Background: an optimization exercise with open tools, aiming at small area and a short achievable clock period. Do not read the settings as production practice. At most, simulation tests tie the RTL to the original design; equivalence was not proved. The flow treats the clock pin as an ideal source. Dropping or thinning the clock tree relies on that and would not hold on a real chip. No activity file was given, so power comes from the tool's default toggle rates.

## run a
Design pte_rx, start of the top module:
module pte_rx (
    input  wire        clk,
    input  wire        rst,             
    input  wire        in_valid,
    input  wire [7:0]  in_byte,
    output reg         res_valid,
    output wire [7:0]  res_code,        
    output wire [15:0] res_data_len,    
    output wire [7:0]  res_opt_len,     
    output wire [2:0]  res_addr_ctl,    
    output wire        res_ext_hdr_valid,
    output wire [7:0]  res_ext_hdr,
    output wire [47:0] res_orig,        
    output wire        res_dest_valid,
    output wire [31:0] res_dest,        
    output wire [1:0]  res_kind,        
    output wire [31:0] res_data,        
    output wire [7:0]  res_subtel,      
    output wire [15:0] res_rssi_dbm     
);
Size: ~230 flip-flops, about 200 I/O pins, roughly 0.0095 mm^2 of cells after synthesis.
clock: 5.0 ns
lec_check: 0
cap_margin: 20
core_margin: 2
core_utilization: 70
setup_slack_margin: 3.0
slew_margin: 20
standard.sh (not shown) runs the stock make flow with config.mk's settings and CLKGATE_MAP_FILE= SYNTH_SCRIPT=/design/flow/synth_recipe.tcl, a recipe that flattens the netlist after the stock synthesis.
==> flow/flow/run.sh <==
#!/bin/bash
# Layout: the standard flow (standard synthesis included), with
# - port buffers of the smallest plain buffer instead of the delay buffer
#   that buffer_ports picks by itself;
# - a hand-built two-level clock tree (flow/cts_hook.tcl) in place of
#   TritonCTS's three-level one.
set -euo pipefail
bash standard.sh BUFFER_PORTS_ARGS="-buffer_cell sky130_fd_sc_hd__buf_1" \
  PRE_CTS_TCL="$PWD/flow/cts_hook.tcl" finish > standard_flow.log 2>&1
Other scripts of this flow, unchanged in this note and not shown: flow/flow/cts_hook.tcl, flow/flow/mycts.tcl
The inputs of run b differ from those of run a as listed below.
-- flow/design.v --
<<< run a, line 214
          kind_sel     <= rb[3:0];
          dest_valid   <= (rb[7:5] == 3'b010);
          dcrc         <= 8'd0;
          fcnt         <= orig_last;
>>> run b, line 214
          kind_sel     <= rb[3:0];
          dest_valid   <= (rb[7:5] == 3'b010);
          orig[23:0]   <= 24'd0;    
          data[23:0]   <= 24'd0;
          dcrc         <= 8'd0;
          fcnt         <= orig_last;
<<< run a, line 229
        P_EXTK: pst <= P_ORIG;
        P_ORIG: begin
          if (fcnt_zero) begin
            fcnt <= dest_valid ? 3'd3 : data_last;
>>> run b, line 231
        P_EXTK: pst <= P_ORIG;
        P_ORIG: begin
          orig <= {orig[39:0], rb};
          if (fcnt_zero) begin
            fcnt <= dest_valid ? 3'd3 : data_last;
<<< run a, line 244
        end
        P_DATA: begin
          dcrc <= dcrc_next;
          if (fcnt_zero)
>>> run b, line 247
        end
        P_DATA: begin
          data <= {data[23:0], rb};
          dcrc <= dcrc_next;
          if (fcnt_zero)
<<< run a, line 264
    end
  end
  wire        zero_in  = (ast != A_BODY) || (pst == P_HDR);
  wire [7:0]  zb       = zero_in ? 8'd0 : rb;
  wire        pre_tel  = rv && ((ast == A_PT) || (ast == A_HC) ||
                                ((ast == A_BODY) && (pst == P_HDR)));
  always @(posedge clk) begin
    if (pre_tel || (in_body && pst == P_ORIG))
      orig <= {orig[39:0], zb};
    if (pre_tel || (in_body && pst == P_DATA))
      data <= {data[23:0], zb};
  end
  assign res_data_len      = data_len;
  assign res_opt_len       = opt_len;
>>> run b, line 268
    end
  end
  assign res_data_len      = data_len;
  assign res_opt_len       = opt_len;
Notes after the runs:
- The run showing the greater global-route usage is run a.
- Lower total power goes to run b over run a.
- First-pass iteration count of the detailed router delta for run b relative to run a: 1 lower
- Run b has fraction of power consumed by the clock network above what run a had.
- Run b reports its critical path capture point as res_rssi_dbm[15] while run a reports cnt[5]$_DFFE_PP_.
- Run b vs run a: number of inverters outside the clock class in the layout up
- Power density over the cells in run b is about 3% higher than in run a
- The number of cells in the finished layout apart from fillers of run b and that of run a are within noise of each other.
- Changes observed in run b relative to run a: die area climbed about 2.7%; overall routed net length shrank by 22%; synthesis-to-layout area growth decreased 8.1 points; parity-gate share of the synthesized area counting xor and xnor cells fell 0.17 points; met1 wire length went down by about 12%.
- Run b vs. run a: fraction of final layout cells sized beyond drive strength 1 moved down, smallest hold slack moved down.
The RTL of run a was laid out without a check of its function. No run of this note takes its clock network from TritonCTS; it comes from the design's own scripts or RTL.

-- what the ideal ports hide --
The flow's constraints put no driver on any port. The routed layouts listed below were extracted and timed again, unchanged, in two steps. Step 1 (the two cells are an assumption about what drives the block):
set clk [get_ports {clk}]
set_driving_cell -lib_cell sky130_fd_sc_hd__clkbuf_16 $clk
set_driving_cell -lib_cell sky130_fd_sc_hd__buf_2 [delete_from_list [all_inputs] $clk]
Step 2 moves the port delays by t, midway between the first and last clock arrival at a register: inputs arrive t later, outputs are due t later. That takes back most of the time a late clock gives input paths. Slacks: ideal / step 1 / step 2; pairs: ideal / step 1.
run	t (ns)	slack for setup (ns)	hold slack, ns
run a	0.374	2.544 / 2.544 / 2.544	0.445 / 0.445 / 0.445
run b	0.378	3.001 / 2.927 / 3.014	0.435 / 0.435 / 0.435
After both steps setup and hold are still met in every run listed.
